This is an optimization exercise on Yosys and OpenROAD, whose aim is small area, a short achievable clock period and few clock cycles per item, not a production implementation.
Only simulation tests tie the RTL to the original design; equivalence was not proved.
Power figures rest on the tool's default switching activity, not on a simulated workload.

File: design/flow/flow/run.sh
#!/bin/bash
set -euo pipefail
bash standard.sh SYNTH_SCRIPT="$PWD/flow/synth_abc.tcl" SETUP_SLACK_MARGIN=6 MATCH_CELL_FOOTPRINT=0 \
  "BUFFER_PORTS_ARGS=-buffer_cell sky130_fd_sc_hd__buf_4" finish > flow_standard.log 2>&1
File: design/flow/flow/synth_abc.tcl
# synth_recipe.tcl (the standard synthesis) with one change: the technology mapping of the
# combinational logic uses ABC's default script for a liberty mapping (abc -liberty ... -D)
# instead of ORFS's abc_speed.script. Flip-flops are mapped before ABC and are not touched.
proc synth {args} { yosys synth -nofsm -noshare {*}$args }
proc abc {args} {
  set i [lsearch -exact $args -script]
  if {$i >= 0 && [string match *abc_speed.script [lindex $args [expr {$i + 1}]]]} {
    set args [lreplace $args $i [expr {$i + 1}]]
  }
  yosys abc {*}$args
}
source $::env(SCRIPTS_DIR)/synth.tcl
# left out here: clear keep_hierarchy, flatten, clean up, hide names made inside functions, write 1_2_yosys.v
File: design/flow/standard.sh
#!/bin/bash
# synth_recipe.tcl (not shown) runs the flow's synth.tcl, then flattens the netlist and writes it again
# the make line also repeats each setting of config.mk as NAME=value (left out here)
make -C /OpenROAD-flow-scripts/flow DESIGN_CONFIG=/design/flow/config.mk WORK_HOME=/design/flow/orfs CLKGATE_MAP_FILE= SYNTH_SCRIPT=/design/flow/synth_recipe.tcl "${@:-finish}"
File: design/flow/config.mk
export PLATFORM = sky130hd
export DESIGN_NAME = hacodec
export DESIGN_NICKNAME = hacodec
export VERILOG_FILES = /design/flow/design.v
export SDC_FILE = /design/flow/constraint.sdc
export NUM_CORES = 4
export LEC_CHECK = 0
export ABC_CLOCK_PERIOD_IN_PS = 4000
export CAP_MARGIN = 20
export CORE_MARGIN = 2
export CORE_UTILIZATION = 40
export CTS_CLUSTER_DIAMETER = 100
export CTS_CLUSTER_SIZE = 20
export SETUP_SLACK_MARGIN = 5
export SLEW_MARGIN = 20
File: design/flow/constraint.sdc
create_clock -name core_clock -period 10.0 [get_ports {clk}]
set_input_delay 2.0000 -clock core_clock [delete_from_list [all_inputs] [get_ports {clk}]]
set_output_delay 2.0000 -clock core_clock [all_outputs]
set_load 0.01 [all_outputs]
File: design/flow/design.v
module hacodec (
    input  wire       clk,
    input  wire       rst,
    input  wire       in_valid,
    output wire       in_ready,
    input  wire [7:0] in_data,
    input  wire       in_last,
    output wire       out_valid,
    input  wire       out_ready,
    output wire [7:0] out_data,
    output wire       out_last
);
    function [7:0] bdec;               
        input [7:0] b;
        bdec = {1'b0, b[7:4], 3'b000} + {3'b000, b[7:4], 1'b0} + {4'd0, b[3:0]};
    endfunction
    function bok;
        input [7:0] b;
        bok = (b[7:4] <= 4'd9) && (b[3:0] <= 4'd9);
    endfunction
    function [7:0] benc;               
        input [7:0] v;
        case (v[6:0])
            7'd0 : benc = 8'h00;
            7'd1 : benc = 8'h01;
            7'd2 : benc = 8'h02;
            7'd3 : benc = 8'h03;
            7'd4 : benc = 8'h04;
            7'd5 : benc = 8'h05;
            7'd6 : benc = 8'h06;
            7'd7 : benc = 8'h07;
            7'd8 : benc = 8'h08;
            7'd9 : benc = 8'h09;
            7'd10: benc = 8'h10;
            7'd11: benc = 8'h11;
            7'd12: benc = 8'h12;
            7'd13: benc = 8'h13;
            7'd14: benc = 8'h14;
            7'd15: benc = 8'h15;
            7'd16: benc = 8'h16;
            7'd17: benc = 8'h17;
            7'd18: benc = 8'h18;
            7'd19: benc = 8'h19;
            7'd20: benc = 8'h20;
            7'd21: benc = 8'h21;
            7'd22: benc = 8'h22;
            7'd23: benc = 8'h23;
            7'd24: benc = 8'h24;
            7'd25: benc = 8'h25;
            7'd26: benc = 8'h26;
            7'd27: benc = 8'h27;
            7'd28: benc = 8'h28;
            7'd29: benc = 8'h29;
            7'd30: benc = 8'h30;
            7'd31: benc = 8'h31;
            7'd32: benc = 8'h32;
            7'd33: benc = 8'h33;
            7'd34: benc = 8'h34;
            7'd35: benc = 8'h35;
            7'd36: benc = 8'h36;
            7'd37: benc = 8'h37;
            7'd38: benc = 8'h38;
            7'd39: benc = 8'h39;
            7'd40: benc = 8'h40;
            7'd41: benc = 8'h41;
            7'd42: benc = 8'h42;
            7'd43: benc = 8'h43;
            7'd44: benc = 8'h44;
            7'd45: benc = 8'h45;
            7'd46: benc = 8'h46;
            7'd47: benc = 8'h47;
            7'd48: benc = 8'h48;
            7'd49: benc = 8'h49;
            7'd50: benc = 8'h50;
            7'd51: benc = 8'h51;
            7'd52: benc = 8'h52;
            7'd53: benc = 8'h53;
            7'd54: benc = 8'h54;
            7'd55: benc = 8'h55;
            7'd56: benc = 8'h56;
            7'd57: benc = 8'h57;
            7'd58: benc = 8'h58;
            7'd59: benc = 8'h59;
            7'd60: benc = 8'h60;
            7'd61: benc = 8'h61;
            7'd62: benc = 8'h62;
            7'd63: benc = 8'h63;
            7'd64: benc = 8'h64;
            7'd65: benc = 8'h65;
            7'd66: benc = 8'h66;
            7'd67: benc = 8'h67;
            7'd68: benc = 8'h68;
            7'd69: benc = 8'h69;
            7'd70: benc = 8'h70;
            7'd71: benc = 8'h71;
            7'd72: benc = 8'h72;
            7'd73: benc = 8'h73;
            7'd74: benc = 8'h74;
            7'd75: benc = 8'h75;
            7'd76: benc = 8'h76;
            7'd77: benc = 8'h77;
            7'd78: benc = 8'h78;
            7'd79: benc = 8'h79;
            7'd80: benc = 8'h80;
            7'd81: benc = 8'h81;
            7'd82: benc = 8'h82;
            7'd83: benc = 8'h83;
            7'd84: benc = 8'h84;
            7'd85: benc = 8'h85;
            7'd86: benc = 8'h86;
            7'd87: benc = 8'h87;
            7'd88: benc = 8'h88;
            7'd89: benc = 8'h89;
            7'd90: benc = 8'h90;
            7'd91: benc = 8'h91;
            7'd92: benc = 8'h92;
            7'd93: benc = 8'h93;
            7'd94: benc = 8'h94;
            7'd95: benc = 8'h95;
            7'd96: benc = 8'h96;
            7'd97: benc = 8'h97;
            7'd98: benc = 8'h98;
            7'd99: benc = 8'h99;
            default: benc = 8'hxx;
        endcase
    endfunction
    function [15:0] dstep;
        input [7:0] a;                 
        input [7:0] q;
        reg [7:0] a2;
        reg       ge;
        begin
            a2 = {a[6:0], q[7]};
            ge = (a2 >= 8'd100);
            dstep = {ge ? a2 - 8'd100 : a2, q[6:0], ge};
        end
    endfunction
    reg [79:0] Fv;                     
    reg [3:0]  flen;
    reg        fbin;                   
    reg        fatal;
    reg [2:0]  err;
    reg [79:0] Sv;                     
    reg        tx;                     
    reg        rdy;                    
    reg        ov, ol;
    reg [7:0]  od;
    reg [7:0]  X;                      
    reg        sd;                     
    reg [1:0]  hp;                     
    reg [3:0]  wp;                     
    reg [7:0]  rem;                    
    reg [2:0]  oph, opl;               
    reg        opf0;                   
    reg        bad, oe, eq39;
    reg [3:0]  nlen;
    reg        nfb;
    reg        cpend;                  
    reg        wst;                    
    reg [1:0]  hc;                     
    reg        hf;                     
    reg        rok;                    
    reg        hd;                     
    reg        hbg;                    
    reg [2:0]  dc;                     
    wire [7:0] F [0:9];
    wire [7:0] S [0:9];
    genvar g;
    generate for (g = 0; g < 10; g = g + 1) begin : bytes
        assign F[g] = Fv[8*g +: 8];
        assign S[g] = Sv[8*g +: 8];
    end endgenerate
    assign in_ready  = rdy;
    assign out_valid = ov;
    assign out_data  = od;
    assign out_last  = ol;
    wire g0 = (oph == 3'd0);           
    wire g1 = (oph == 3'd1);           
    wire g2 = (oph == 3'd2);           
    wire g3 = (oph == 3'd3);           
    wire g4 = (oph == 3'd4);           
    wire o_bcddec = g0 & ~opl[0];
    wire o_bcdenc = g0 &  opl[0];
    wire o_adrenc = g1 & ~opl[0];
    wire o_adrdec = g1 &  opl[0];
    wire o_cmdenc = g2 & ~opl[0];
    wire o_cmddec = g2 &  opl[0];
    wire o_fbuild = g3 & (opl == 3'd0);
    wire o_fload  = g3 & (opl == 3'd1);
    wire o_enc    = g4 & ~opl[2] & ~opl[0];    
    wire o_dec2   = g4 & ~opl[2] &  opl[0];    
    wire o_put    = g4 &  opl[2] & ~opl[0];    
    wire o_get    = g4 &  opl[2] &  opl[0];    
    wire o_ts     = ~opl[1];                   
    wire o_enc16  = g4 & ~opl[0];
    reg i_known;
    always @(*) begin
        case (in_data)
            8'h00, 8'h01, 8'h10, 8'h11, 8'h20, 8'h21, 8'h30, 8'h31, 8'h32, 8'h33,
            8'h34, 8'h40, 8'h41, 8'h42, 8'h43, 8'h44, 8'h45, 8'h46, 8'h47, 8'hF0:
                i_known = 1'b1;
            default: i_known = 1'b0;
        endcase
    end
    wire [2:0] ih = in_data[6:4];
    wire [2:0] il = in_data[2:0];
    wire i_f0     = (in_data == 8'hF0);
    wire i_fparse = (ih == 3'd3) & (il == 3'd2);
    wire i_fread  = (ih == 3'd3) & (il == 3'd3);
    wire i_fclr   = (ih == 3'd3) & il[2];
    wire i_get    = (ih == 3'd4) & il[2] & il[0];
    wire i_tsget  = i_get & ~il[1];
    wire i_v16get = i_get &  il[1];
    wire i_len1   = (ih == 3'd3) & (il[2] | il[1]) | i_get | (ih == 3'd7);
    wire i_enc    = (ih == 3'd4) & ~il[2] & ~il[0];
    reg [7:0] i_rem;                   
    always @(*) begin
        case (ih)
            3'd0:             i_rem = 8'd1;
            3'd1:             i_rem = il[0] ? 8'd1 : 8'd2;
            3'd2:             i_rem = il[0] ? 8'd1 : 8'd3;
            3'd3:             i_rem = il[2] | il[1] ? 8'd0 : il[0] ? 8'd1 : 8'd2;
            3'd4:             i_rem = il[2] ? (il[0] ? 8'd0 : il[1] ? 8'd3 : 8'd7)
                                            : (il[1] ? 8'd2 : 8'd6);
            default:          i_rem = 8'd0;
        endcase
    end
    wire ok12 = bok(F[1]) & bok(F[2]);
    wire okF2 = fbin | ok12;
    wire okF6 = fbin | (ok12 & bok(F[3]) & bok(F[4]) & bok(F[5]) & bok(F[6]));
    wire first  = (hp == 2'd0);
    wire hdr    = (o_fload & hp == 2'd1) | (o_fbuild & hp == 2'd2);
    wire s_nok = o_bcddec | o_dec2;
    wire s_99  = o_bcdenc | (o_enc16 & wp[3:2] != 2'd0) | (o_enc16 & wp == 4'd3);
    wire s_39  = o_enc16 & (wp == 4'd1);
    wire s_15  = o_adrenc | (o_enc16 & (wp == 4'd2) & eq39);
    wire s_63  = o_cmdenc & (wp == 4'd2);
    wire s_9   = o_fbuild & (hp == 2'd2);
    wire s_fl  = o_fload & (hp == 2'd1);
    wire s_1   = o_cmdenc & ~wp[1];
    wire chk_oe = (s_nok & ~bok(in_data)) | (s_99 & (in_data > 8'd99)) |
                  (s_39 & (in_data > 8'd39)) | (s_15 & (in_data > 8'd15)) |
                  (s_63 & (in_data > 8'd63)) | (s_9 & (in_data > 8'd9)) |
                  (s_fl & ((in_data == 8'd0) | (in_data > 8'd10)));
    wire chk_bad = s_1 & (in_data > 8'd1);
    reg [2:0] code;                    
    always @(*) begin
        case (oph)
            3'd0:    code = opl[0] ? 3'd5 : 3'd3;
            3'd3:    code = opl[0] ? 3'd4 : 3'd2;
            3'd4:    code = (opl[0] & ~opl[2]) ? 3'd3 : 3'd5;
            default: code = 3'd1;
        endcase
    end
    wire       k7    = fatal & ~opf0;
    wire       badr  = bad | (~hdr & (rem != 8'd1));
    wire       n_bad = badr | chk_bad | (hdr & (in_data != 8'd0));
    wire       n_oe  = oe | chk_oe;
    reg [2:0] st_1;
    always @(*) begin
        if (fatal & ~i_f0)                  st_1 = 3'd7;
        else if (~i_known | ~i_len1)        st_1 = 3'd6;
        else if (i_fparse)                  st_1 = (flen == 4'd0) ? 3'd4 : 3'd0;
        else if (i_tsget)                   st_1 = (flen < 4'd7) ? 3'd4 : okF6 ? 3'd0 : 3'd3;
        else if (i_v16get)                  st_1 = (flen < 4'd3) ? 3'd4 : okF2 ? 3'd0 : 3'd3;
        else                                st_1 = 3'd0;
    end
    reg [3:0] rl_n, rl_1;
    always @(*) begin
        case (oph)
            3'd0:    rl_n = 4'd1;
            3'd1:    rl_n = opl[0] ? 4'd2 : 4'd1;
            3'd2:    rl_n = opl[0] ? 4'd3 : 4'd1;
            3'd4:    rl_n = o_put ? 4'd0 : opl[1] ? 4'd2 : 4'd6;
            default: rl_n = 4'd0;
        endcase
        rl_1 = 4'd0;
        if (i_fparse | i_fread) rl_1 = flen + 4'd1;
        if (i_tsget)            rl_1 = 4'd6;
        if (i_v16get | (ih == 3'd7)) rl_1 = 4'd2;
    end
    wire [3:0] rl = first ? rl_1 : rl_n;
    wire [6:0] oesel = {s_nok, s_99, s_39, s_15, s_63, s_9, s_fl};
    wire [6:0] oecmp = {~bok(in_data), in_data > 8'd99, in_data > 8'd39, in_data > 8'd15,
                        in_data > 8'd63, in_data > 8'd9, (in_data == 8'd0) | (in_data > 8'd10)};
    wire       chkb  = (s_1 & (in_data > 8'd1)) | (hdr & (in_data != 8'd0));
    wire       cn3   = (code != 3'd3);
    wire       zl_n  = (rl_n == 4'd0);
    wire [2:0] od_n;
    assign od_n[2] = k7 | badr | (oe & code[2]) | chkb | (|(oesel & oecmp & {7{code[2]}}));
    assign od_n[1] = k7 | badr | (oe & code[1]) | chkb | (|(oesel & oecmp & {7{code[1]}}));
    assign od_n[0] = k7 | (~badr & ~chkb & code[0] & (oe | (|(oesel & oecmp))));
    wire       ol_n  = zl_n | k7 | badr | (oe & cn3) | chkb | (|(oesel & oecmp & {7{cn3}}));
    wire       ol_1  = ~(~st_1[2] & (st_1[1] == st_1[0])) | (rl_1 == 4'd0);
    wire [3:0] bp0 = first ? ((ih == 3'd3) ? 4'd0 : i_get ? 4'd2 : 4'd1)
                           : (o_enc ? 4'd2 : 4'd1);
    wire       i_frb = fbin & (i_fparse | i_fread);
    wire        hg   = ~tx & first & ~fbin & ~rok;
    wire        h0   = hd | hg | hbg;
    wire [7:0]  ha   = hd ? S[0] : F[1];
    wire [7:0]  hb   = hf ? F[2] : S[1];
    wire [15:0] hx   = {S[8], S[9]};
    wire [14:0] ha1  = {hx[11:0], 3'd0};
    wire [14:0] ha2  = {hx[13:0], 1'b0};
    wire [14:0] ha3  = {11'd0, (hc == 2'd2) ? hb[7:4] : hb[3:0]};
    wire [14:0] hs   = ha1 ^ ha2 ^ ha3;
    wire [14:0] hcy  = {(ha1[13:0] & ha2[13:0]) | (ha1[13:0] & ha3[13:0]) | (ha2[13:0] & ha3[13:0]), 1'b0};
    wire [8:0]  hlo  = {1'b0, hs[7:0]} + {1'b0, hcy[7:0]};
    wire [6:0]  hhi0 = hs[14:8] + hcy[14:8];
    wire [6:0]  hhi1 = hs[14:8] + hcy[14:8] + 7'd1;
    wire [15:0] hn   = {1'b0, hlo[8] ? hhi1 : hhi0, hlo[7:0]};
    wire [15:0] rv   = (o_get & fbin) ? {F[1], F[2]} : hx;
    wire        rhi  = opl[2] ? (wp == 4'd2) : (wp == 4'd1);
    wire [7:0]  rb   = rhi ? rv[15:8] : rv[7:0];
    wire       xsf = (g3 & ~(fbin & (wp == 4'd1 | wp == 4'd2))) | o_get;
    reg  [7:0] xs;
    always @(*) begin
        case (wp)
            4'd1:    xs = S[0];
            4'd3:    xs = S[3];
            4'd4:    xs = S[4];
            4'd5:    xs = S[5];
            4'd6:    xs = S[6];
            default: xs = S[2];
        endcase
    end
    wire [7:0] xn  = xsf ? F[wp] : xs;
    wire [7:0] Y  = sd ? S[0] : X;
    wire [7:0] dX = bdec(Y);
    wire [7:0] eX = benc(Y);
    reg [7:0] nb;                      
    always @(*) begin
        case (oph)
            3'd0: nb = opl[0] ? eX : dX;
            3'd1: nb = ~opl[0] ? {S[0][3:0], S[1][3:0]} :
                       (wp == 4'd1) ? {4'd0, S[0][7:4]} : {4'd0, S[0][3:0]};
            3'd2: nb = ~opl[0] ? {S[0][0], S[1][0], S[2][5:0]} :
                       (wp == 4'd1) ? {7'd0, S[0][7]} : (wp == 4'd2) ? {7'd0, S[0][6]} :
                       {2'd0, S[0][5:0]};
            3'd3: nb = opl[0] ? ((wp == 4'd0) ? {4'd0, flen} : (fbin & wp != 4'd1) ? eX : X)
                              : ((wp == 4'd0) ? F[0] : (wp == 4'd1) ? {4'd0, flen - 4'd1} :
                                 fbin ? eX : X);
            3'd4: nb = ~opl[0] ? eX :
                       opl[2] ? ((wp < 4'd4) ? rb : fbin ? X : dX)
                              : ((wp < 4'd3) ? rb : dX);
            default: nb = (wp == 4'd1) ? {fatal, 4'd0, err} : 8'h0A;
        endcase
    end
    wire [15:0] d1 = dstep(S[2], S[0]);
    wire [15:0] d2 = dstep(d1[15:8], d1[7:0]);
    wire acc  = in_valid & ~tx;
    wire last = acc & in_last;
    wire dgo  = acc & (first ? i_frb : o_enc & (wp == 4'd2));
    wire dact = (dc != 3'd0);
    wire [2:0] dc_n = dgo ? 3'd4 : first & acc ? 3'd0 : dact ? dc - 3'd1 : 3'd0;
    wire [1:0] hc_n = h0 ? 2'd2 : (hc != 2'd0) ? hc - 2'd1 : 2'd0;
    wire [3:0] wi = (o_enc & wp == 4'd1) ? 4'd2 : (o_enc & wp == 4'd2) ? 4'd0 : wp;
    integer k;
    always @(posedge clk) begin
        for (k = 0; k < 10; k = k + 1)
            if (~tx & ~first & ~hdr & (wi == k))
                Sv[8*k +: 8] <= in_data;
        if (dact)
            {Sv[23:16], Sv[7:0]} <= d2;
        if (~tx & first)
            {Sv[23:16], Sv[7:0]} <= {F[1], F[2]};
        if (h0)
            {Sv[71:64], Sv[79:72]} <= {8'd0, bdec(ha)};
        else if (hc != 2'd0)
            {Sv[71:64], Sv[79:72]} <= hn;
        if (rst) begin
            tx    <= 1'b0;
            rdy   <= 1'b1;
            ov    <= 1'b0;
            hp    <= 2'd0;
            dc    <= 3'd0;
            hc    <= 2'd0;
            hd    <= 1'b0;
            hbg   <= 1'b0;
            rok   <= 1'b0;
            cpend <= 1'b0;
            wst   <= 1'b0;
            flen  <= 4'd0;
            fbin  <= 1'b0;
            fatal <= 1'b0;
            err   <= 3'd0;
        end else begin
            dc <= dc_n;
            hc <= hc_n;
            hbg <= tx & ~o_dec2 & ~o_get & ~cpend & ~rok & ~fbin & (hc_n == 2'd0) &
                   ~(hf & (hc == 2'd1));
            if (acc) hd <= ~first & o_dec2 & (wp == 4'd0) & ~in_last;
            if (h0) hf <= ~hd;
            if ((cpend & (od[2:0] == 3'd0)) | h0 |
                (~tx & ~first & ~hdr & (wi[3:1] == 3'd4)))
                rok <= 1'b0;
            else if (hf & (hc == 2'd1))
                rok <= 1'b1;
            wst   <= 1'b0;
            cpend <= 1'b0;
            if (wst) begin
                if (od[2:0] != 3'd7) err <= od[2:0];
                if (od[2:0] == 3'd1) fatal <= 1'b1;
            end
            if (cpend & (od[2:0] == 3'd0)) begin
                Fv   <= Sv;
                flen <= nlen;
                fbin <= nfb;
            end
            if (~tx) begin
                od <= {5'd0, first ? st_1 : od_n};
                ol <= first ? ol_1 : ol_n;
            end
            if (acc) begin
                eq39 <= (in_data == 8'd39);
                if (first) begin
                    oph  <= ih;
                    opl  <= il;
                    opf0 <= i_f0;
                    hp   <= 2'd1;
                    wp   <= {3'd0, i_enc};
                    bad  <= ~i_known;
                    oe   <= 1'b0;
                    rem  <= i_rem;
                end else begin
                    if (hp != 2'd3) hp <= hp + 2'd1;
                    if (~hdr & (wp != 4'd15)) wp <= wp + 4'd1;
                    bad <= bad | chk_bad | (rem == 8'd0);
                    oe  <= n_oe;
                    rem <= hdr ? in_data : rem - 8'd1;
                    if (s_fl) nlen <= in_data[3:0];
                    if (s_9)  nlen <= in_data[3:0] + 4'd1;
                end
            end
            if (last) begin
                tx  <= 1'b1;
                rdy <= 1'b0;
                ov  <= first ? ~(i_frb | (i_get & ~fbin & ~rok))
                             : ~(o_enc & wp == 4'd2) & (dc[2:1] == 2'd0) &
                               ~(o_dec2 & (wp == 4'd1 | hc[1]));
                rem <= {4'd0, rl};
                wp  <= bp0;
                sd  <= 1'b1;
                wst <= first ? ~i_f0 : ~opf0;
                if (first) begin
                    cpend <= i_fclr;
                    nlen  <= 4'd0;
                end else begin
                    cpend <= o_fload | o_fbuild | o_put;
                    nfb   <= o_put;
                    if (o_put) nlen <= o_ts ? 4'd7 : 4'd3;
                end
            end else if (tx) begin
                if (~ov) begin
                    if (g3 ? (dc_n[2:1] == 2'd0) : (dc_n == 3'd0) & (hc_n == 2'd0)) ov <= 1'b1;
                end else if (out_ready) begin
                    if (ol) begin
                        tx <= 1'b0;
                        rdy <= 1'b1;
                        ov <= 1'b0;
                        hp <= 2'd0;
                    end else begin
                        od  <= nb;
                        X   <= xn;
                        sd  <= 1'b0;
                        wp  <= wp + 4'd1;
                        rem <= rem - 8'd1;
                        ol  <= (rem == 8'd1);
                    end
                end
            end
        end
    end
endmodule
==> results of run 1 <==
stage by stage:
step	hold slack, ns	worst slack, ns	cell area, µm²	utilization, %
final	0.423	6.13	15100	44.8
after detailed placement	0.406	5.52	14500	43.0
after global routing	0.436	6.00	15100	44.8
after CTS	0.425	6.02	15000	44.4
after floorplan	0.400	5.48	13900	-
after global placement	0.401	5.54	14500	42.9
cell type report:
class | instances | area share (%)
Clock buffer | 24 | 2.71
Clock inverter | 2 | 0.132
Inverter | 48 | 1.28
Multi-Input combinational cell | 1047 | 45.7
Sequential cell | 230 | 43.6
Tap cell | 448 | 3.71
Timing Repair Buffer | 54 | 2.90
worst reg2reg max path: stages (launching register included):
cell and delay, ns:
edfxtp_1 0.57, mux2_4 0.40, inv_1 0.36, fa_1 0.49
inv_1 0.11, ha_1 0.23, a21o_1 0.17, a21oi_1 0.21
xor2_1 0.14, a2111oi_1 0.68, nor3_1 0.15, a21oi_1 0.17
cell families after synthesis:
kind of cell	synth area share [%]
adder cells (fa/ha/maj)	6.93
multiplexers	3.36
AND/OR/NAND/NOR	15.3
AO/OA/AOI/OAI	21.2
flip-flops	47.9
XOR/XNOR	2.23
buffers and inverters	3.14
sequential cells by signal (all words and copies together) (netlist names), 2 cells and up:
register and flops:
Fv 80, Sv 80, X 8, od 8, rem 8, flen 4
nlen 4, wp 4, dc 3, err 3, oph 3, opl 3
hc 2, hp 2
cells in the mapped netlist, drive strengths merged, types with 16 or more instances:
library cell    n
and2           25
dfxtp          32
a22oi          22
clkbuf         66
nor2b          17
ha             65
nand2         127
a21oi         120
a211oi         16
nand3          32
mux2i          18
nor3           46
a31oi          35
xnor2          24
edfxtp        198
a222oi         23
inv            47
nor2          144
o21ai         110
power by group through the flow:
| stage | combinational, mW | sequential (mW) | clock, mW |
|---|---|---|---|
| after floorplan | 0.585 | 1.19 | 0 |
| after global placement | 0.770 | 1.26 | 0 |
| after detailed placement | 0.781 | 1.26 | 0 |
| after CTS | 0.790 | 1.24 | 0.632 |
| after global routing | 0.901 | 1.25 | 0.666 |
| final | 0.814 | 1.25 | 0.626 |
repair_timing:
action	CTS	global route
pin swaps	0	4
gates cloned	0	0
endpoints found under the setup margin	13	29
setup buffers	2	8
resized for setup	7	14
hold buffers	0	0
worst paths after layout:
check | startpoint | end | slack (ns)
max | Sv[3] | od[5] | 6.13
min | Sv[61] | Fv[61] | 0.42
max reg2reg | Sv[3] | od[5] | 6.13
min reg2reg | Sv[61] | Fv[61] | 0.42
metal layers:
layer | vias up | GRT usage [%] | wire, µm
met5 | - | 0 | 0
met4 | 0 | 8.29 | 1750
met3 | 97 | 4.41 | 4890
met2 | 764 | 41.6 | 21400
met1 | 5929 | 40.8 | 21800
li1 | 5327 | - | -
==> results.cfg, run 1 <==
[timing]
hold_viol_final = 0
rsz0062_at_grt = false
worst_slew_margin_rel_pct = 24.6
tightest_slew_ns = 1.13
period_share_pct = 38.7
setup_violations = 0
timing.setup.tns_ns = 0
min_period_ns = 3.87
skew_ns = 0.0326
drv_slew = 0
max_freq_mhz = 259

[die]
core_area_mm2 = 0.0337
start_util_pct = 40.8
die_area_mm2 = 0.0359
num_rows = 67
dieHeight_um = 189
ios = 24
die_width_um = 189

[critical_path]
crit_path_top_delay_cell = a2111oi_1
endpoint_kind = register
worstPathMaxFanout = 15
critical_path.top_delay_family = compound AO/OA/AOI/OAI gates
start_kind = register
cp_slowest_stage_delay_ns = 0.68
r2r_cells = 11
worst-path-stages = 11
critPathKind = reg2reg
crit_required_ns = 10.34
crit_chain = mux2_4 > inv_1 > fa_1 > inv_1 > ha_1 > a21o_1 > a21oi_1 > xor2_1 > a2111oi_1 > nor3_1 > a21oi_1
path_buf_inv = 2
arrival_ns = 4.21

[routing]
routed_wl_mm = 49.8
post_drt_wl_per_cell_um = 26.9
avgViaCountPerCell = 6.54
drt_first_pass_iters = 8
vias = 12100
postRouteAntennaNets = 0
drt-initial-drc-count = 1769
drc = 0

[cts]
cts_buffer_depth = 3
clock_latency_ns = 0.52
cts_tree = done
cts_root_buffer = clkbuf_16
clk_pin_slew_ns = 0.09
htree_levels = 1
clkSinkCount = 230
cts_made_buffers = 15

[yosys]
synth_cells = 1392
synth.ff_latch_count = 230
synth_nets = 1477
yosysWarningCount = 1
synth_cell_types = 65
ys.flop_type = edfxtp_1
yosysTopAreaCell = edfxtp_1
yosysTopAreaCellShare_pct = 43.2
synth_edf_count = 198
syn_area_mm2 = 0.0138
async_reset_ff_share_pct = 0
yosysSeqAreaShare_pct = 47.9
avgSynthCellArea_um2 = 9.88
synth_area_leaders = edfxtp_1 43%, ha_1 5.9%, dfxtp_1 4.7%, a21oi_1 4.4%, o21ai_0 4.0%

[pwr]
power_density_mw_per_mm2 = 178
p_int_mw = 1.73
p_clk_share_pct = 23.3
power_mw = 2.68
p_switching_mw = 0.960
seq_power_share_pct = 46.4
switching_share_pct = 35.7
combPwrFrac_pct = 30.3
p_leak_nw = 5.35
irDropWorstVdd_uv = 106

[flow_run]
drv_cap = 0

[layout]
n_fill_cell = 3267
diodes = 0
final_common_cell = edfxtp_1
seq_area_mm2 = 0.00659
layout_common_cells = 198 x edfxtp_1, 142 x nor2_1, 127 x nand2_1
final_nets = 1481
areaGrowthSynthToFinish_pct = 9.83
drive_above_1_share_pct = 8.47
finalNonFillerCells = 1853
multi_input_area_mm2 = 0.00690

[grt]
grt.total_usage_pct = 27.6
grt_pass1_wl_mm = 74.3
grt_overflow_total = 0
grt_pass1_vias = 11200
grt_start_max_net_pins = 81
antenna_found_initial = 0

[placed_design]
port_buffers = 23
dp_hpwl_mm = 37.0
gp_congestion = 0.952
dp.cells = 1817

[run_status]
status = timing/DRC/antenna clean

[worst_hold_path]
holdPathStages = 0
hold_path.class = reg2reg
Testbench counts, summed over its fixed seeds: cycles 248,529, requests 32,000.
==> inputs of run 2 (changes only) <==
--- a/design/flow/config.mk
+++ b/design/flow/config.mk
@@ -7,5 +7,5 @@
 export LEC_CHECK = 0
 export ABC_CLOCK_PERIOD_IN_PS = 4000
-export CAP_MARGIN = 20
+export CAP_MARGIN = 5
 export CORE_MARGIN = 2
 export CORE_UTILIZATION = 40
@@ -13,3 +13,3 @@
 export CTS_CLUSTER_SIZE = 20
 export SETUP_SLACK_MARGIN = 5
-export SLEW_MARGIN = 20
+export SLEW_MARGIN = 5
==> run 2 against run 1 <==
Die area unchanged. Largest cell class unchanged. Maximum frequency down 0.82%. Final cell count up 0.11%. Sequential cell count unchanged. Clock skew is 0.011 ns lower. Critical path depth is 2 lower. Clock power about the same. Worst hold slack got worse by 0.0019 ns. Combinational power increased by 0.6%. Power up 0.19%. Non-clock buffer count grew 2. Synthesized cell count is the same.
==> results.cfg, run 2 <==
[critical_path]
crit_required_ns = 10.30
r2r_cells = 9
path_buf_inv = 2
reg2reg_slack_ns = 6.10
crit_chain = inv_1 > ha_1 > and2_1 > a2111oi_1 > buf_4 > nand2_1 > nor3_1 > a211oi_1 > a31oi_1
critical_path.top_delay_family = simple AND/OR/NAND/NOR gates
crit_path_top_delay_cell = nor3_1
worst-path-stages = 9
worstReg2RegEnd = X[3]
arrival_ns = 4.20
worstPathMaxFanout = 17
reg2reg_from = wp[0]
endpoint_kind = register
start_kind = register
critPathKind = reg2reg
cp_slowest_stage_delay_ns = 0.80

[layout]
reg_top3 = Fv: 80 flops, Sv: 80 flops
final_common_cell = edfxtp_1
fin_area_mm2 = 0.0151
final_nets = 1483
layout_common_cells = 198 x edfxtp_1, 141 x nor2_1, 127 x nand2_1
diodes = 0
areaGrowthSynthToFinish_pct = 9.80
drive_above_1_share_pct = 8.53
n_fill_cell = 3231
finalNonFillerCells = 1855

[placed_design]
dp_hpwl_mm = 36.9
dp.cells = 1815
gp_congestion = 0.952
port_buffers = 23
place_area_mm2 = 0.0145

[die]
dieHeight_um = 189
core_area_mm2 = 0.0337
ios = 24
die_width_um = 189
num_rows = 67
die_area_mm2 = 0.0359
start_util_pct = 40.8

[yosys]
syn_area_mm2 = 0.0138
synth_most_common_cell = edfxtp_1
synth_cells = 1392
synth_area_leaders = edfxtp_1 43%, ha_1 5.9%, dfxtp_1 4.7%, a21oi_1 4.4%, o21ai_0 4.0%
synth_cell_types = 65
yosysWarningCount = 1
avgSynthCellArea_um2 = 9.88
synth_nets = 1477
synth.ff_latch_count = 230
synth_edf_count = 198
async_reset_ff_share_pct = 0
yosysTopAreaCell = edfxtp_1
ys_top_cells_by_count = 198 x edfxtp_1, 144 x nor2_1, 127 x nand2_1
yosysSeqAreaShare_pct = 47.9
yosysTopAreaCellShare_pct = 43.2
ys.flop_type = edfxtp_1

[timing]
hold_viol_final = 0
timing.setup.tns_ns = 0
skew_ns = 0.0219
min_period_ns = 3.90
tightest_slew_ns = 1.21
rsz0062_at_grt = true
max_freq_mhz = 257
drv_slew = 0
setup_violations = 0
period_share_pct = 39.0
worst_slew_margin_rel_pct = 18.8

[worst_hold_path]
hold_path.class = reg2reg
holdPathStages = 0
hold_start = Sv[63]
min_to = Fv[63]

[pwr]
p_leak_nw = 5.34
power_density_mw_per_mm2 = 178
irDropWorstVdd_uv = 99.5

[cts]
cts_root_buffer = clkbuf_16
clock_latency_ns = 0.52
htree_levels = 1
clkSinkCount = 230
cts_buffer_depth = 3
cts_tree = done
cts_made_buffers = 15
clk_pin_slew_ns = 0.10

[routing]
routed_wl_mm = 49.9
drc = 0
post_drt_wl_per_cell_um = 26.9
drt-initial-drc-count = 1820
drt_first_pass_iters = 7
postRouteAntennaNets = 0
vias = 12100
avgViaCountPerCell = 6.50

[grt]
grt_pass1_vias = 11000
antenna_found_initial = 0
grt.total_usage_pct = 27.3
grt_pass1_wl_mm = 73.4
grt_start_max_net_pins = 81
grt_overflow_total = 0

[flow_run]
drv_cap = 0

[run_status]
status = timing/DRC/antenna clean
run 2: cells by family (layout without fill, tap and decap cells):
family	count (synthesis)	after routing	synth area share (%)
AOI/OAI and AO/OA	450	450	21.2
DFF	230	230	47.9
and+or+nand+nor	455	455	15.3
xor gates and xnor gates	35	35	2.23
muxes	35	35	3.36
buffers and inverters	115	130	3.14
adders and majority gates	72	72	6.93
run 2: through the flow:
stage | hold slack (ns) | total power, mW | worst slack [ns] | utilization, %
3_3_place_gp | 0.401 | 2.03 | 5.54 | 42.9
6_report | 0.421 | 2.69 | 6.10 | 44.8
4_1_cts | 0.424 | 2.66 | 6.02 | 44.4
5_1_grt | 0.431 | 2.81 | 5.88 | 44.8
2_1_floorplan | 0.400 | 1.77 | 5.48 | -
3_5_place_dp | 0.405 | 2.04 | 5.51 | 42.9
run 2: worst max-delay path by stage:
stage,start,endpoint,slack (ns)
CTS,oph[0],Sv[68],6.02
finish,wp[0],X[3],6.10
floorplan,rst,Fv[0],5.48
detailed placement,in_data[6],od[0],5.51
global placement,in_data[6],od[0],5.54
global route,oph[0],Sv[67],5.88
run 2: layout make-up:
cell class	count	area [µm²]	share of cell area, %
Clock inverter	2	20.0	0.133
Multi-Input combinational cell	1047	6880	45.5
Sequential cell	230	6590	43.6
Clock buffer	24	409	2.71
Timing Repair Buffer	56	453	3.00
Inverter	48	196	1.30
Tap cell	448	561	3.71
run 2: metal layers:
layer / wire length, µm / GRT usage [%] / up-vias / share of wire [%]
li1: - / - / 5321 / -
met1: 21100 / 40.1 / 5833 / 42
met2: 21700 / 41.2 / 818 / 44
met3: 5550 / 4.91 / 92 / 11
met4: 1460 / 7.78 / 0 / 2.9
met5: 0 / 0 / - / 0
run 2: worst register-to-register path, cell delays in order, from the launching register on:
cell and delay [ns]:
edfxtp_1 0.63, inv_1 0.20, ha_1 0.30, and2_1 0.43
a2111oi_1 0.50, buf_4 0.26, nand2_1 0.06, nor3_1 0.80
a211oi_1 0.18, a31oi_1 0.32
run 2: repair_timing:
item                                    CTS  global route
buffers inserted                          2            11
gates resized for setup                   7            14
endpoints found under the setup margin   13            29
hold buffers                              0             0
pin swaps                                 0             5
run 2: power by group:
group | leakage, nW | switching, mW | internal (mW)
clock | 0.206 | 0.339 | 0.288
sequential | 2.10 | 0.125 | 1.12
combinational | 3.04 | 0.500 | 0.319
total | 5.34 | 0.964 | 1.73
==> inputs of run 3 (changes only) <==
==> design/flow/flow/run.sh (replaced) <==
#!/bin/bash
set -euo pipefail
bash standard.sh SYNTH_SCRIPT="$PWD/flow/synth_abc.tcl" ADDER_MAP_FILE= SETUP_SLACK_MARGIN=6 MATCH_CELL_FOOTPRINT=0 \
  "BUFFER_PORTS_ARGS=-buffer_cell sky130_fd_sc_hd__buf_4" finish > flow_standard.log 2>&1
--- a/design/flow/config.mk
+++ b/design/flow/config.mk
@@ -7,5 +7,5 @@
 export LEC_CHECK = 0
 export ABC_CLOCK_PERIOD_IN_PS = 4000
-export CAP_MARGIN = 5
+export CAP_MARGIN = 20
 export CORE_MARGIN = 2
 export CORE_UTILIZATION = 40
@@ -13,3 +13,3 @@
 export CTS_CLUSTER_SIZE = 20
 export SETUP_SLACK_MARGIN = 5
-export SLEW_MARGIN = 5
+export SLEW_MARGIN = 20
==> run 3 against run 2 <==
Still clean. Non-clock buffer count increased by 2. Via count decreased by 1.6%. Final area down 4.6%. Synthesized cell count is 0.93% lower. Sequential cell count stayed put. Synthesized area fell by 4.8%. Count of clock-buffer cells in the layout did not move. Setup slack better by 0.047 ns. Critical path type is now in2reg. Largest cell class is now flip-flops and latches. Highest routed layer unchanged.
==> results.cfg, run 3 <==
[run_status]
status = timing/DRC/antenna clean

[routing]
drc = 0
avgViaCountPerCell = 6.47
drt-initial-drc-count = 1850
vias = 11900
routed_wl_mm = 47.9
postRouteAntennaNets = 0
post_drt_wl_per_cell_um = 26.1
drt_first_pass_iters = 7

[critical_path]
crit_end = ol
reg2reg_slack_ns = 6.20
endpoint_kind = register
crit_start = in_data[4]
arrival_ns = 4.11
crit_required_ns = 10.26
worstPathMaxFanout = 18
critPathKind = in2reg
worstReg2RegEnd = Sv[70]
reg2reg_from = hc[1]
start_kind = input port
r2r_cells = 12

[layout]
n_fill_cell = 3150
finalNonFillerCells = 1834
final_common_cell = edfxtp_1
reg_top3 = Fv: 80 flops, Sv: 80 flops
drive_above_1_share_pct = 8.70
areaGrowthSynthToFinish_pct = 9.98
fin_area_mm2 = 0.0144
final_nets = 1395
layout_common_cells = 198 x edfxtp_1, 167 x nor2_1, 156 x nand2_1

[die]
start_util_pct = 40.5
dieHeight_um = 185
core_area_mm2 = 0.0324
die_width_um = 185
ios = 24
num_rows = 66
die_area_mm2 = 0.0342

[pwr]
seq_power_share_pct = 48.3
p_int_mw = 1.67
irDropWorstVdd_uv = 132
combPwrFrac_pct = 27.6
p_switching_mw = 0.900
power_density_mw_per_mm2 = 178
p_clk_share_pct = 24.2
switching_share_pct = 35.1
p_leak_nw = 4.64

[timing]
timing.setup.tns_ns = 0
worst_slew_margin_rel_pct = 29.1
timing.hold.ws_ns = 0.421
setup_violations = 0
period_share_pct = 38.5
tightest_slew_ns = 1.06
skew_ns = 0.0170
hold_viol_final = 0
fin_ws_ns = 6.15
drv_slew = 0
max_freq_mhz = 260
min_period_ns = 3.85
rsz0062_at_grt = true

[yosys]
synth_cells = 1379
yosysTopAreaCell = edfxtp_1
synth_most_common_cell = edfxtp_1
ys.flop_type = edfxtp_1
ys_top_cells_by_count = 198 x edfxtp_1, 168 x nor2_1, 156 x nand2_1
synth_area_leaders = edfxtp_1 45%, a21oi_1 5.0%, dfxtp_1 4.9%, nor2_1 4.8%, nand2_1 4.5%
async_reset_ff_share_pct = 0
yosysTopAreaCellShare_pct = 45.4
yosysWarningCount = 1
synth_cell_types = 63
synth_nets = 1392
synth_edf_count = 198
avgSynthCellArea_um2 = 9.50
yosysSeqAreaShare_pct = 50.3
synth.ff_latch_count = 230
syn_area_mm2 = 0.0131

[cts]
cts_tree = done
cts_buffer_depth = 3
htree_levels = 1
cts_made_buffers = 15
clkSinkCount = 230
clk_pin_slew_ns = 0.09
clock_latency_ns = 0.51
postCtsHoldBufs = 0
cts_root_buffer = clkbuf_16

[placed_design]
place_worst_setup_slack_ns = 5.59
place_area_mm2 = 0.0138
dp_hpwl_mm = 34.8
port_buffers = 23
dp.cells = 1800
gp_congestion = 0.988

[grt]
grt_overflow_total = 0
grt.total_usage_pct = 28.1
grt_pass1_wl_mm = 71.3
antenna_found_initial = 0
grt_start_max_net_pins = 51
grt_pass1_vias = 10900

[worst_hold_path]
hold_path.class = reg2reg

[flow_run]
drv_cap = 0
run 3: changes by cell type after synthesis, moves of 14 or more:
cell and change:
xnor2_1 +17, ha_1 -65, and2_1 -14, nor2_1 +24, a22oi_1 +14, nand2_1 +29
inv_1 -36
run 3: cells by family after synthesis:
| group | Yosys count | synth area share (%) |
|---|---|---|
| xor+xnor | 65 | 4.45 |
| flops | 230 | 50.3 |
| compound gates | 451 | 22.0 |
| mux | 29 | 2.85 |
| fa+ha+maj | 4 | 0.306 |
| simple gates | 516 | 17.7 |
| buf+inv | 84 | 2.41 |
run 3: cell type report:
cell class | instances | area (µm²) | share of cell area [%]
Clock buffer | 24 | 409 | 2.84
Inverter | 12 | 45.0 | 0.313
Multi-Input combinational cell | 1065 | 6340 | 44.0
Tap cell | 442 | 553 | 3.84
Clock inverter | 2 | 20.0 | 0.139
Sequential cell | 230 | 6590 | 45.7
Timing Repair Buffer | 58 | 448 | 3.11
Antenna cell | 1 | 2.50 | 0.0174
run 3: metrics by stage:
step | power (mW) | util (%)
detailed placement | 1.92 | 42.7
finish | 2.57 | 44.5
global placement | 1.91 | 42.7
global route | 2.68 | 44.5
CTS | 2.54 | 44.2
floorplan | 1.69 | -
run 3: power groups by stage:
stage          Sequential (mW)  Clock (mW)  Combinational, mW
6_report                  1.24       0.620              0.707
5_1_grt                   1.25       0.662              0.769
4_1_cts                   1.23       0.630              0.672
3_5_place_dp              1.26           0              0.663
3_3_place_gp              1.26           0              0.659
2_1_floorplan             1.19           0              0.495
run 3: routing by layer:
layer | global-route usage (%) | part of all wire (%) | vias up
li1 | - | - | 5284
met1 | 40.0 | 42 | 5734
met4 | 10.8 | 4.4 | 0
met5 | 0 | 0 | -
met2 | 42.0 | 43 | 727
met3 | 5.92 | 11 | 123
run 3: critical path, stage by stage:
cell and delay (ns):
buf_4 0.20, nor4_4 0.36, o21ai_0 0.13, o21bai_1 0.15, o211ai_1 0.15, or4_1 0.47
a2111o_1 0.41, a21oi_1 0.15, nand2_1 0.07
run 3: what timing repair did:
action / in CTS / in global routing
pin swaps: 0 / 2
gates resized for setup: 4 / 10
endpoints found under the setup margin: 8 / 8
buffers inserted: 3 / 4
run 3: how the worst min path moves through the flow:
stage,startpoint,endpoint,slack (ns),depth (start not counted)
after floorplan,Sv[56],Fv[56],0.40,0
after global placement,Sv[63],Fv[63],0.40,0
after detailed placement,Sv[59],Fv[59],0.40,0
after CTS,Sv[59],Fv[59],0.42,0
after global routing,Sv[61],Fv[61],0.43,0
final,Sv[59],Fv[59],0.42,0
==> inputs of run 4 (changes only) <==
==> design/flow/flow/run.sh (replaced) <==
#!/bin/bash
set -euo pipefail
bash standard.sh SYNTH_SCRIPT="$PWD/flow/synth_abc.tcl" ADDER_MAP_FILE= SETUP_SLACK_MARGIN=6.5 MATCH_CELL_FOOTPRINT=0 \
  "BUFFER_PORTS_ARGS=-buffer_cell sky130_fd_sc_hd__buf_4" finish > flow_standard.log 2>&1
==> run 4 against run 3 <==
Maximum frequency increased by 7.3%. Die area unchanged. Critical path type unchanged. Sequential power about the same. Synthesized area unchanged. Combinational power increased by 9.8%. Via count increased by 2.7%. Still clean on timing, DRC and antenna. Final cell count increased by 2.1%. Count of clock-buffer cells in the layout unchanged. Sequential cell count unchanged. Critical path depth unchanged.
==> results.cfg, run 4 <==
[critical_path]
crit_start = in_data[4]
crit_path_top_delay_cell = or4_4
r2r_cells = 12
crit_required_ns = 10.26
crit_chain = buf_16 > nor4_4 > o21ai_1 > o21bai_1 > o211ai_1 > or4_4 > a2111o_1 > a21oi_2 > nand2_1
cp_slowest_stage_delay_ns = 0.44
reg2reg_from = hc[1]
reg2reg_slack_ns = 6.55
worstPathMaxFanout = 5
start_kind = input port
critPathKind = in2reg
endpoint_kind = register
worstReg2RegEnd = Sv[70]
arrival_ns = 3.85

[yosys]
synth_cells = 1379
avgSynthCellArea_um2 = 9.50
ys_top_cells_by_count = 198 x edfxtp_1, 168 x nor2_1, 156 x nand2_1
synth_nets = 1392
synth_most_common_cell = edfxtp_1
synth.ff_latch_count = 230
ys.flop_type = edfxtp_1
yosysTopAreaCell = edfxtp_1
yosysWarningCount = 1
yosysSeqAreaShare_pct = 50.3
async_reset_ff_share_pct = 0
yosysTopAreaCellShare_pct = 45.4
syn_area_mm2 = 0.0131
synth_area_leaders = edfxtp_1 45%, a21oi_1 5.0%, dfxtp_1 4.9%, nor2_1 4.8%, nand2_1 4.5%
synth_cell_types = 63
synth_edf_count = 198

[timing]
min_period_ns = 3.59
skew_ns = 0.0273
timing.setup.tns_ns = 0
max_freq_mhz = 279
setup_violations = 0
tightest_slew_ns = 1.11
hold_viol_final = 0
rsz0062_at_grt = true
period_share_pct = 35.9
timing.hold.ws_ns = 0.420
drv_slew = 0
worst_slew_margin_rel_pct = 26.0

[worst_hold_path]
holdPathStages = 0
hold_path.class = reg2reg
hold_start = Sv[60]
min_to = Fv[60]

[die]
die_area_mm2 = 0.0342
num_rows = 66
start_util_pct = 40.5
core_area_mm2 = 0.0324
ios = 24
dieHeight_um = 185
die_width_um = 185

[layout]
drive_above_1_share_pct = 14.4
layout_common_cells = 198 x edfxtp_1, 162 x nor2_1, 147 x nand2_1
final_common_cell = edfxtp_1
reg_top3 = Fv: 80 flops, Sv: 80 flops
n_fill_cell = 3135
areaGrowthSynthToFinish_pct = 15.2
final_nets = 1434
diodes = 0

[routing]
drt_first_pass_iters = 8
post_drt_wl_per_cell_um = 26.6
avgViaCountPerCell = 6.51
drc = 0
drt-initial-drc-count = 1614
postRouteAntennaNets = 0
routed_wl_mm = 49.7
vias = 12200

[grt]
grt_pass1_vias = 11100
antenna_found_initial = 0
grt_overflow_total = 0
grt_pass1_wl_mm = 73.0
grt.total_usage_pct = 28.9
grt_start_max_net_pins = 81

[pwr]
irDropWorstVdd_uv = 106
power_density_mw_per_mm2 = 174
p_leak_nw = 4.94

[placed_design]
gp_congestion = 0.940
dp_hpwl_mm = 35.1
port_buffers = 23

[cts]
cts_made_buffers = 15
htree_levels = 1
cts_buffer_depth = 3
clock_latency_ns = 0.53
cts_root_buffer = clkbuf_16
clk_pin_slew_ns = 0.09
cts_tree = done
clkSinkCount = 230

[flow_run]
drv_cap = 0

[run_status]
status = timing/DRC/antenna clean
## run 4: cell counts after synthesis
Identical to the previous run, type by type.
## run 4: worst max-delay path, delay by kind of cell
| family | cells | cell delay (ns) |
|---|---|---|
| AOI/OAI and AO/OA | 5 | 0.91 |
| and+or+nand+nor | 3 | 0.82 |
| buffers and inverters | 1 | 0.12 |
## run 4: timing repair
action,in CTS,in global routing
cloned,2,0
setup endpoints to repair,40,60
pin swaps,12,16
setup buffers,22,27
gates resized for setup,42,44
endpoints found under the hold margin,0,0
hold buffers,0,0
## run 4: worst max path at each step
stage | cells after the start | to
6_report | 9 | ol
5_1_grt | 14 | od[2]
4_1_cts | 12 | od[5]
3_5_place_dp | 12 | od[5]
3_3_place_gp | 9 | ol
2_1_floorplan | 1 | Fv[0]
## run 4: layer usage
layer | up-vias | track usage [%] | part of all wire [%]
li1 | 5358 | - | -
met1 | 5968 | 40.5 | 40
met2 | 754 | 44.4 | 45
met3 | 112 | 5.07 | 10
met4 | 0 | 11.5 | 4.1
met5 | - | 0 | 0
## run 4: area by class of cell
| cell class | instances | area, µm² | share of cell area, % |
|---|---|---|---|
| Timing Repair Buffer | 97 | 883 | 5.85 |
| Tap cell | 442 | 553 | 3.66 |
| Clock buffer | 24 | 409 | 2.71 |
| Clock inverter | 2 | 20.0 | 0.133 |
| Multi-Input combinational cell | 1065 | 6590 | 43.7 |
| Inverter | 12 | 45.0 | 0.298 |
| Sequential cell | 230 | 6590 | 43.7 |
## run 4: stage by stage
stage	utilization, %	setup WS [ns]	power (mW)	area [µm²]	cells
2_1_floorplan	-	5.59	1.70	13200	1379
3_3_place_gp	42.8	5.79	1.92	13900	1795
3_5_place_dp	42.8	5.71	1.93	13900	1795
4_1_cts	45.5	6.37	2.57	14700	1845
5_1_grt	46.6	6.34	2.73	15100	1872
6_report	46.6	6.41	2.63	15100	1872
## run 4: report_power, final
group / total [mW] / internal, mW / leakage [nW] / switching, mW
clock network: 0.624 / 0.288 / 0.206 / 0.336
registers: 1.23 / 1.12 / 2.09 / 0.115
logic: 0.776 / 0.299 / 2.64 / 0.477
total: 2.63 / 1.71 / 4.94 / 0.928
## run 4: logic make-up after synthesis
family	after synthesis	share of synthesized area, %
simple gates	516	17.7
compound gates	451	22.0
flops	230	50.3
buf+inv	84	2.41
xor+xnor	65	4.45
mux	29	2.85
fa+ha+maj	4	0.306
==> inputs of run 5 (changes only) <==
==> design/flow/flow/run.sh (replaced) <==
#!/bin/bash
set -euo pipefail
bash standard.sh SYNTH_SCRIPT="$PWD/flow/synth_abc.tcl" SETUP_SLACK_MARGIN=6 MATCH_CELL_FOOTPRINT=0 \
  "BUFFER_PORTS_ARGS=-buffer_cell sky130_fd_sc_hd__buf_4" finish > flow_standard.log 2>&1
==> design/flow/flow/abc_area_nf.script (new file) <==
strash
ifraig
scorr
dc2
strash
&get -n
&dch -f
&nf
&put
==> design/flow/flow/synth_abc.tcl (replaced) <==
# synth_recipe.tcl (the standard synthesis) with one change: the technology mapping of the
# combinational logic uses flow/abc_area_nf.script (an area-oriented ABC script)
# instead of ORFS's abc_speed.script. Flip-flops are mapped before ABC and are not touched.
set ::abc_area_script [file join [file dirname [file normalize [info script]]] abc_area_nf.script]
proc synth {args} { yosys synth -nofsm -noshare {*}$args }
proc abc {args} {
  set i [lsearch -exact $args -script]
  if {$i >= 0 && [string match *abc_speed.script [lindex $args [expr {$i + 1}]]]} {
    set args [lreplace $args $i [expr {$i + 1}] -script $::abc_area_script]
  }
  yosys abc {*}$args
}
source $::env(SCRIPTS_DIR)/synth.tcl
# left out here: clear keep_hierarchy, flatten, clean up, hide names made inside functions, write 1_2_yosys.v
==> run 5 against run 4 <==
Still clean. Via count decreased by 0.80%. Sequential share of layout area decreased by 0.39 points. Maximum frequency decreased by 8.3%. Sequential cell count unchanged. Clock skew increased by 0.0045 ns. First-iteration DRC count increased by 8.2%. Register-to-register slack got worse by 0.45 ns. Final area increased by 0.88%. Global-route usage decreased by 0.66 points. Final cell count decreased by 0.48%. Non-clock buffer count decreased by 35. Critical path type unchanged. Critical endpoint is now od[2]. Largest cell class unchanged.
==> results.cfg, run 5 <==
[die]
start_util_pct = 40.5
die_area_mm2 = 0.0353
dieHeight_um = 188
die_width_um = 188
core_area_mm2 = 0.0334
num_rows = 67
ios = 24

[layout]
final_common_cell = edfxtp_1
n_fill_cell = 3262
finalNonFillerCells = 1863
layout_common_cells = 198 x edfxtp_1, 140 x nor2_1, 127 x nand2_1
drive_above_1_share_pct = 8.41
final_nets = 1490
diodes = 0
reg_top3 = Fv: 80 flops, Sv: 80 flops
finish.utilization_pct = 45.6
multi_input_area_mm2 = 0.00690
areaGrowthSynthToFinish_pct = 12.7
fin_area_mm2 = 0.0152
seq_area_mm2 = 0.00659

[timing]
period_share_pct = 39.1
max_freq_mhz = 256
timing.hold.ws_ns = 0.425
tightest_slew_ns = 1.17
rsz0062_at_grt = false
worst_slew_margin_rel_pct = 22.2
setup_violations = 0
fin_ws_ns = 6.09
min_period_ns = 3.91
drv_slew = 0
skew_ns = 0.0318
hold_viol_final = 0
timing.setup.tns_ns = 0

[routing]
drt-initial-drc-count = 1747
drc = 0
drt_first_pass_iters = 6
avgViaCountPerCell = 6.49
vias = 12100
routed_wl_mm = 50.5
postRouteAntennaNets = 0
post_drt_wl_per_cell_um = 27.1

[grt]
grt_start_max_net_pins = 81
grt_overflow_total = 0
antenna_found_initial = 0
grt_pass1_wl_mm = 74.6
grt.total_usage_pct = 28.2
grt_pass1_vias = 11400

[pwr]
p_leak_nw = 5.21
irDropWorstVdd_uv = 95.8
p_int_mw = 1.75
power_density_mw_per_mm2 = 181
switching_share_pct = 36.2
power_mw = 2.75
seq_power_share_pct = 45.1
combPwrFrac_pct = 30.5
p_switching_mw = 0.996
p_clk_share_pct = 24.3

[critical_path]
critPathKind = in2reg
crit_required_ns = 10.27
endpoint_kind = register
start_kind = input port
arrival_ns = 4.19
worstPathMaxFanout = 19

[flow_run]
drv_cap = 0

[yosys]
ys.flop_type = edfxtp_1
synth_nets = 1410
async_reset_ff_share_pct = 0
ys_top_cells_by_count = 198 x edfxtp_1, 144 x nor2_1, 127 x nand2_1
synth.ff_latch_count = 230
synth_area_leaders = edfxtp_1 44%, ha_1 6.0%, dfxtp_1 4.7%, a21oi_1 4.4%, o21ai_0 4.1%
yosysTopAreaCell = edfxtp_1
synth_cells = 1325
syn_area_mm2 = 0.0135
synth_edf_count = 198
yosysWarningCount = 1
synth_most_common_cell = edfxtp_1
synth_cell_types = 61
avgSynthCellArea_um2 = 10.2
yosysSeqAreaShare_pct = 48.8
yosysTopAreaCellShare_pct = 44.0

[cts]
cts_root_buffer = clkbuf_16
clkSinkCount = 230
htree_levels = 1
cts_buffer_depth = 3
clock_latency_ns = 0.52
cts_tree = done
clk_pin_slew_ns = 0.10
cts_made_buffers = 16

[placed_design]
gp_congestion = 0.976
dp_hpwl_mm = 36.8
port_buffers = 23
place_worst_setup_slack_ns = 5.38
place_area_mm2 = 0.0144
dp.cells = 1818

[run_status]
status = timing/DRC/antenna clean

[worst_hold_path]
hold_path.class = reg2reg
==> run 5: final timing paths <==
| path | from | endpoint | slack [ns] | cells after the start |
|---|---|---|---|---|
| max | in_data[0] | od[2] | 6.09 | 10 |
| max reg2reg | wp[1] | od[2] | 6.10 | 10 |
| min | Sv[62] | Fv[62] | 0.42 | 0 |
| min reg2reg | Sv[62] | Fv[62] | 0.42 | 0 |
==> run 5: repair_timing <==
item	in CTS	in global routing
resized for setup	8	29
hold buffers	0	0
buffers inserted	4	11
pin swaps	0	3
setup endpoints to repair	22	55
==> run 5: logic make-up after synthesis <==
logic type	synth area share (%)
adders and majority gates	7.06
AOI/OAI and AO/OA	21.6
DFF	48.8
xor gates and xnor gates	2.27
and+or+nand+nor	15.5
buffers and inverters	1.33
muxes	3.42
==> run 5: power by group through the flow <==
stage | registers, mW | logic (mW) | clock network (mW)
floorplan | 1.19 | 0.563 | 0
global placement | 1.26 | 0.776 | 0
detailed placement | 1.26 | 0.789 | 0
CTS | 1.24 | 0.801 | 0.675
global route | 1.25 | 0.923 | 0.707
finish | 1.24 | 0.840 | 0.670
==> run 5: final cells by class <==
class | instances | area share, %
Multi-Input combinational cell | 1047 | 45.3
Tap cell | 448 | 3.68
Clock buffer | 25 | 2.85
Timing Repair Buffer | 62 | 3.28
Inverter | 48 | 1.26
Sequential cell | 230 | 43.3
Clock inverter | 3 | 0.320
==> run 5: critical path, cell delays in order <==
cell and delay, ns:
buf_4 0.20, clkinv_1 0.11, ha_2 0.26, nor2_1 0.08, and3b_1 0.26, nand2_1 0.07
a31oi_1 0.27, nand2_1 0.16, o41a_1 0.43, or3_1 0.34
==> run 5: routing by layer <==
metal | vias up | GRT usage [%] | part of all wire [%]
li1 | 5350 | - | -
met1 | 5939 | 40.4 | 42
met2 | 694 | 43.6 | 44
met3 | 111 | 4.12 | 10
met4 | 0 | 10.0 | 4.0
met5 | - | 0 | 0
==> inputs of run 6 (changes only) <==
==> design/flow/flow/run.sh (replaced) <==
#!/bin/bash
set -euo pipefail
bash standard.sh SYNTH_SCRIPT="$PWD/flow/synth_abc.tcl" ADDER_MAP_FILE= SETUP_SLACK_MARGIN=6 MATCH_CELL_FOOTPRINT=0 \
  "BUFFER_PORTS_ARGS=-buffer_cell sky130_fd_sc_hd__buf_4" finish > flow_standard.log 2>&1
==> run 6 against run 5 <==
Clock skew increased by 0.0086 ns. First-iteration DRC count increased by 2.0%. Sequential share of layout area increased by 2.2 points. Critical path depth decreased by 1. Worst hold slack got worse by 0.0032 ns. Setup slack got worse by 0.020 ns. Maximum frequency decreased by 0.50%. Final area decreased by 4.9%. Critical endpoint is now ol. Largest cell class is now flip-flops and latches.
==> results.cfg, run 6 <==
[critical_path]
start_kind = input port
critPathKind = in2reg
reg2reg_slack_ns = 6.17
arrival_ns = 4.20
worstPathMaxFanout = 19
endpoint_kind = register
crit_required_ns = 10.26

[routing]
drt-initial-drc-count = 1782
avgViaCountPerCell = 6.60
postRouteAntennaNets = 0
vias = 11900
post_drt_wl_per_cell_um = 27.2
routed_wl_mm = 49.0
drc = 0
drt_first_pass_iters = 8

[grt]
use_met3_pct = 3.38
grt.total_usage_pct = 29.2
grt_start_max_net_pins = 53
antenna_found_initial = 0
grt_pass1_vias = 11000
grt.busiest_layer = met2
grt_pass1_wl_mm = 72.9
grt_use_met1_pct = 43.0
global_route.usage.met2_pct = 44.0
grt_overflow_total = 0

[yosys]
avgSynthCellArea_um2 = 9.82
async_reset_ff_share_pct = 0
synth_cells = 1307
yosysTopAreaCellShare_pct = 46.3
ys.flop_type = edfxtp_1
yosysTopAreaCell = edfxtp_1
synth_most_common_cell = edfxtp_1
yosysSeqAreaShare_pct = 51.3
ys_top_cells_by_count = 198 x edfxtp_1, 168 x nor2_1, 156 x nand2_1
synth_area_leaders = edfxtp_1 46%, a21oi_1 5.1%, dfxtp_1 5.0%, nor2_1 4.9%, nand2_1 4.6%
yosysWarningCount = 1
synth_cell_types = 59
synth_edf_count = 198
syn_area_mm2 = 0.0128
synth_nets = 1320
synth.ff_latch_count = 230

[pwr]
power_mw = 2.62
irDropWorstVdd_uv = 107
power_density_mw_per_mm2 = 181
p_leak_nw = 4.65

[die]
core_area_mm2 = 0.0316
ios = 24
start_util_pct = 40.7
dieHeight_um = 183
die_width_um = 183
num_rows = 65
die_area_mm2 = 0.0335

[cts]
clk_pin_slew_ns = 0.09
cts_made_buffers = 16
clock_latency_ns = 0.52
htree_levels = 1
clkSinkCount = 230
cts_tree = done
cts_buffer_depth = 3
cts_root_buffer = clkbuf_16

[timing]
period_share_pct = 39.3
drv_slew = 0
tightest_slew_ns = 1.13
setup_violations = 0
hold_viol_final = 0
timing.hold.ws_ns = 0.421
min_period_ns = 3.93
max_freq_mhz = 254
timing.setup.tns_ns = 0
worst_slew_margin_rel_pct = 24.1
rsz0062_at_grt = false
skew_ns = 0.0404

[layout]
diodes = 0
final_nets = 1405
layout_common_cells = 198 x edfxtp_1, 167 x nor2_1, 156 x nand2_1
reg_top3 = Fv: 80 flops, Sv: 80 flops
areaGrowthSynthToFinish_pct = 12.8
final_common_cell = edfxtp_1
drive_above_1_share_pct = 8.20

[placed_design]
dp_hpwl_mm = 35.3
gp_congestion = 0.967
port_buffers = 23

[run_status]
status = timing/DRC/antenna clean

[worst_hold_path]
hold_path.class = reg2reg

[flow_run]
drv_cap = 0
==> run 6: logic make-up (layout without fill, tap and decap cells) <==
kind of cell / Yosys count / after routing / share of synthesized area [%]
and+or+nand+nor: 516 / 516 / 18.1
AOI/OAI and AO/OA: 451 / 451 / 22.4
DFF: 230 / 230 / 51.3
xor gates and xnor gates: 65 / 65 / 4.54
muxes: 29 / 29 / 2.91
buffers and inverters: 12 / 107 / 0.351
adders and majority gates: 4 / 4 / 0.312
==> run 6: repair_timing <==
| action | CTS | global route |
|---|---|---|
| buffers inserted | 6 | 5 |
| gates resized for setup | 5 | 15 |
| gates cloned | 0 | 0 |
| hold buffers | 0 | 0 |
| pin swaps | 0 | 2 |
| endpoints found under the setup margin | 8 | 9 |
==> run 6: routing by layer <==
layer / share of wire, % / up-vias
met5: 0 / -
met4: 4.0 / 0
met3: 9.2 / 87
met2: 44 / 706
met1: 43 / 5817
li1: - / 5300
==> run 6: cell type report <==
cell class	instances	area (µm²)
timing repair buffer	67	507
multi-input combinational	1065	6340
tap	402	503
clock inverter	4	57.6
sequential	230	6590
clock buffer	24	432
inverter	12	45.0
fill	3001	17100
==> run 6: stage by stage <==
| step | cells | area, µm² | setup WS, ns | utilization, % |
|---|---|---|---|---|
| after floorplan | 1307 | 12900 | 5.59 | - |
| after global placement | 1765 | 13800 | 5.52 | 43.8 |
| after detailed placement | 1765 | 13800 | 5.51 | 43.8 |
| after CTS | 1799 | 14400 | 5.93 | 45.5 |
| after global routing | 1804 | 14500 | 5.99 | 45.9 |
| final | 1804 | 14500 | 6.07 | 45.9 |
==> run 6: worst paths after layout <==
| check | cells past startpoint | startpoint | endpoint |
|---|---|---|---|
| worst min-delay path | 0 | Sv[59] | Fv[59] |
| worst max-delay path | 9 | in_data[7] | ol |
| worst min register to register | 0 | Sv[59] | Fv[59] |
| worst max register to register | 12 | Sv[6] | od[5] |
==> run 6: where the power goes <==
part           total (mW)  switching [mW]  leakage, nW  internal [mW]
Sequential           1.24           0.124         2.09           1.12
Combinational       0.715           0.457         2.32          0.258
Clock               0.663           0.352        0.234          0.311
Total                2.62           0.933         4.65           1.69
==> run 6: worst max-delay path: stages <==
cell	delay, ns
buf_4	0.20
nor4_4	0.35
o21ai_1	0.11
o21bai_1	0.15
o211ai_1	0.18
or4_4	0.56
a2111o_1	0.41
a21oi_1	0.16
nand2_1	0.06

static timing again, ports no longer ideal:
In the flow no input, the clock included, has a driving cell. The finished layouts below were timed again as built, in two steps.
Step 1 sets driving cells, clkbuf_16 on the clock port and buf_2 on the other inputs (assumed; they add their load-dependent delay and slew).
Step 2, shift: input delay + t, output delay - t, t = (earliest + latest rising clock arrival at the registers) / 2. This alone moves slack from input paths to output paths.
a / b / c = no drivers / after step 1 / after step 2; a / b = the first two.
run | shift t [ns] | setup WS [ns] | hold slack, ns | worst slew at a driven data input, ns | cell pins on the clock port's net
run 1 | 0.551 | 6.134 / 6.134 / 5.629 | 0.423 / 0.423 / 0.423 | 0.04 | 1
run 2 | 0.555 | 6.102 / 6.102 / 5.652 | 0.421 / 0.421 / 0.421 | 0.04 | 1
run 3 | 0.552 | 6.149 / 6.183 / 5.631 | 0.421 / 0.421 / 0.421 | 0.03 | 1
run 4 | 0.568 | 6.410 / 6.363 / 5.795 | 0.420 / 0.420 / 0.420 | 0.16 | 1
run 5 | 0.555 | 6.086 / 6.098 / 5.562 | 0.425 / 0.425 / 0.425 | 0.05 | 1
run 6 | 0.558 | 6.066 / 6.101 / 5.542 | 0.421 / 0.421 / 0.421 | 0.04 | 1
After both steps every run listed still meets setup and hold. For run 4, which loses most, drivers alone change the setup slack by -0.047 ns; drivers and shift together by -0.615 ns.
